What follows belongs to an exercise in optimizing a design on an open flow for small area, a short achievable clock period and few clock cycles; a production flow would make more cautious choices. RTL that was checked went through simulation tests only; none was proved equivalent to the original. Power figures rest on the tool's default switching activity, not on a simulated workload.

==> raven: inputs <==
// barker_xcorr
module barker_xcorr (
    input  wire               clk,
    input  wire               rst,           
    input  wire [3:0]         cfg_hdr,       
    input  wire [1:0]         cfg_mod,       
    input  wire [17:0]        cfg_trig,      
    input  wire [15:0]        cfg_hitcap,    
    input  wire               in_valid,
    output reg                in_ready,
    input  wire               in_last,
    input  wire signed [7:0]  in_re,
    input  wire signed [7:0]  in_im,
    output reg                hr_valid,
    output wire [16:0]        hr_idx,
    output reg  signed [17:0] hr_val,
    output reg                hi_valid,
    output wire [16:0]        hi_idx,
    output reg  signed [17:0] hi_val,
    output reg                done,
    output wire [15:0]        nhr,
    output wire [15:0]        nhi,
    output wire               hitovf,
    output reg                desync
);
    integer k;
    genvar  g;
    reg        is13, is11, h3;
    reg        mod0, mod2;
    reg [15:0] trig_m1;        
    reg        trig_big;       
    reg        trig_zero;      
    reg        capnz;          
    reg [3:0]  z_last;         
    always @(posedge clk) begin
        is13   <= cfg_hdr[3] & cfg_hdr[2];
  ...
export LEC_CHECK = 0
export CAP_MARGIN = 20
export CORE_MARGIN = 2
export CORE_UTILIZATION = 60
export SLEW_MARGIN = 20
export SYNTH_HIERARCHICAL = 1
create_clock -name core_clock -period 22.0 [get_ports {clk}]
standard.sh (not shown) runs the stock make flow with config.mk's settings and CLKGATE_MAP_FILE= SYNTH_SCRIPT=/design/flow/synth_recipe.tcl, a recipe that flattens the netlist after the stock synthesis.
==> flow/flow/run.sh <==
#!/bin/bash
# Standard ORFS layout (standard synthesis) with: port buffers of buf_2;
# a clock tree of larger clusters without dummy loads; repair_timing aiming
# for extra setup slack so that the achieved period is short.
set -euo pipefail
bash standard.sh SETUP_SLACK_MARGIN=16.5 'BUFFER_PORTS_ARGS=-buffer_cell sky130_fd_sc_hd__buf_2' \
  'CTS_ARGS=-sink_clustering_enable -repair_clock_nets -sink_clustering_size 30 -sink_clustering_max_diameter 300 -sink_clustering_levels 2 -buf_list sky130_fd_sc_hd__clkbuf_16 -sink_buffer_max_cap_derate 1.0 -dont_use_dummy_load' \
  finish > standard_flow.log 2>&1
==> inputs of umber, as changes to raven <==
--- a/flow/design.v
+++ b/flow/design.v
@@ -22,29 +22,27 @@
     output wire               hitovf,
     output reg                desync
 );
     integer k;
     genvar  g;
     reg        is13, is11, h3;
     reg        mod0, mod2;
-    reg [15:0] trig_m1;        
-    reg        trig_big;       
-    reg        trig_zero;      
+    reg [15:0] trig_q;         
+    reg        trig_big;
     reg        capnz;          
     reg [3:0]  z_last;         
     always @(posedge clk) begin
         is13   <= cfg_hdr[3] & cfg_hdr[2];
         is11   <= !cfg_hdr[2];
         h3     <= cfg_hdr[3];
         z_last <= {cfg_hdr[3], !cfg_hdr[3], cfg_hdr[3] & cfg_hdr[2], 1'b1};    
         mod0   <= (cfg_mod == 2'd0);
         mod2   <= cfg_mod[1];
-        trig_m1   <= cfg_trig[15:0] - 16'd1;
-        trig_big  <= |cfg_trig[17:16];
-        trig_zero <= ~|cfg_trig;
+        trig_q   <= cfg_trig[15:0];
+        trig_big <= |cfg_trig[17:16];
         capnz  <= |cfg_hitcap;
     end
     reg [7:0] rre [0:12];
     reg [7:0] rim [0:12];
     reg        inframe;    
     reg        tail;       
     reg [3:0]  z;          
@@ -818,18 +816,18 @@
     assign cim_180 = cim_109 ^ cim_150;
     assign cim_181 = cim_111 ^ cim_164;
     assign cim_182 = cim_113 ^ cim_142;
     assign c_im = {cim_182, cim_181, cim_180, cim_179, cim_178, cim_177, cim_176, cim_175, cim_174, cim_173, cim_172, cim_171, cim_170, cim_169, cim_168, cim_83, cim_49};
     function hit;
         input [15:0] c;
         input sgn;
-        input [15:0] tm;
+        input [15:0] t;
         reg [16:0] d;
         begin
-            d = {1'b0, c ^ {16{sgn}}} + {1'b0, ~tm} + {16'd0, sgn};
+            d = {1'b0, c ^ {16{sgn}}} + {1'b0, ~t} + {16'd0, sgn} + 17'd1;
             hit = d[16];
         end
     endfunction
     reg [16:0] cq_re, cq_im;
     reg        v3, fin3, first3;
     always @(posedge clk) begin
         cq_re <= c_re;
@@ -840,16 +838,16 @@
             first3 <= 1'b0;
         end else begin
             v3     <= v2;
             fin3   <= v2 & fin2;
             first3 <= first2;
         end
     end
-    wire trig_re = !trig_big & (trig_zero | hit(cq_re[15:0], cq_re[16], trig_m1));
-    wire trig_im = !trig_big & (trig_zero | hit(cq_im[15:0], cq_im[16], trig_m1));
+    wire trig_re = !trig_big & hit(cq_re[15:0], cq_re[16], trig_q);
+    wire trig_im = !trig_big & hit(cq_im[15:0], cq_im[16], trig_q);
     reg  [15:0] cnt_r, cnt_i;
     reg         room_r, room_i;    
     reg         ovf;
     reg  [16:0] idx;
     wire        clr    = v3 & first3;
     wire [15:0] base_r = clr ? 16'd0 : cnt_r;
     wire [15:0] base_i = clr ? 16'd0 : cnt_i;
==> flow/flow/run.sh (replaced) <==
#!/bin/bash
# Standard ORFS layout (standard synthesis) with: port buffers of buf_2;
# a clock tree of larger clusters without dummy loads; repair_timing aiming
# for extra setup slack so that the achieved period is short.
set -euo pipefail
bash standard.sh SETUP_SLACK_MARGIN=16.5 'BUFFER_PORTS_ARGS=-buffer_cell sky130_fd_sc_hd__buf_2' \
  'CTS_ARGS=-sink_clustering_enable -repair_clock_nets -sink_clustering_size 25 -sink_clustering_max_diameter 150 -buf_list sky130_fd_sc_hd__clkbuf_16 -sink_buffer_max_cap_derate 1.0 -dont_use_dummy_load' \
  finish > standard_flow.log 2>&1
CORE_UTILIZATION = 70   (was 60)
==> qor summary <==
Run status: raven no timing/DRC/antenna violations; umber no timing/DRC/antenna violations
Relative contribution of the clock network to total power: raven 14.1%; umber 14.0%
Critical path endpoint: raven nhi[4]; umber nhr[1]
Fraction of final layout cells sized beyond drive strength 1: raven 14.7%; umber 13.8%
Clock network share of area: raven 1.88%; umber 2.10%
Register fraction of the total cell area: raven 35.6%; umber 35.5%
Buffer count from post-CTS setup fixing: raven 3; umber 5
Starting density of the core: raven 61.1%; umber 70.6%
Core box area: raven 33,700 um2; umber 29,400 um2
Sequential Power Share: raven 35.9%; umber 34.0%
Wire length of the first global-routing pass: raven 62,300 um; umber 61,200 um
Power per cell area: raven 111 nW/um2; umber 117 nW/um2
Inst Count DP: raven 2,306; umber 2,241
Buffers excl. clock: raven 194; umber 187
Post-route total power: raven 2.51 mW; umber 2.65 mW
Buffering overhead: raven 5.34%; umber 4.89%
Leak Pwr: raven 10.7 nW; umber 10.8 nW
Share of the yosys chip area belonging to registers: raven 39.1%; umber 38.7%
Endpoint arrival time on the critical path: raven 1050 ps; umber 1040 ps
Final weighted congestion in routability-driven placement: raven 0.871; umber 0.874
Final-layout clock buffer total: raven 17; umber 19
Hold path startpoint: raven rim[9][5]; umber rim[10][1]
Fraction of synthesized cell area in xor and xnor cells: raven 10.2%; umber 10.1%
Wire length per cell after detailed routing: raven 16.3 um; umber 16.5 um
GR Util met1: raven 30.1%; umber 33.3%
Testbench counts of umber, summed over its fixed seeds: cycles 21,174.
For raven, only the layout was checked, not whether the RTL still works.

afterwards: timing with drivers on the ports:
The flow's constraints put no driver on any port. The routed layouts listed below were extracted and timed again, unchanged, in two steps. Step 1 assumes that a clkbuf_16 drives the clock port and a buf_2 every other input. Step 2 adds t to the input delays and takes it off the output delays; t is the mean of the earliest and latest rising clock arrival at the registers after step 1. Input paths then give back, and output paths get back, about the clock's delay inside the block. Three values: ideal, step 1, step 2; two values: the first two.
| run | t (ns) | slack for setup (ns) | hold WS [ns] | pins driven straight from the clock port |
|---|---|---|---|---|
| raven | 0.562 | 16.551 / 16.496 / 16.107 | 0.295 / 0.295 / 0.295 | 1 |
| umber | 0.579 | 16.558 / 16.505 / 16.051 | 0.329 / 0.329 / 0.329 | 1 |
After both steps every run listed still meets setup and hold. The setup slack of umber, which loses most, moves by -0.053 ns with the drivers and by -0.507 ns with both steps.
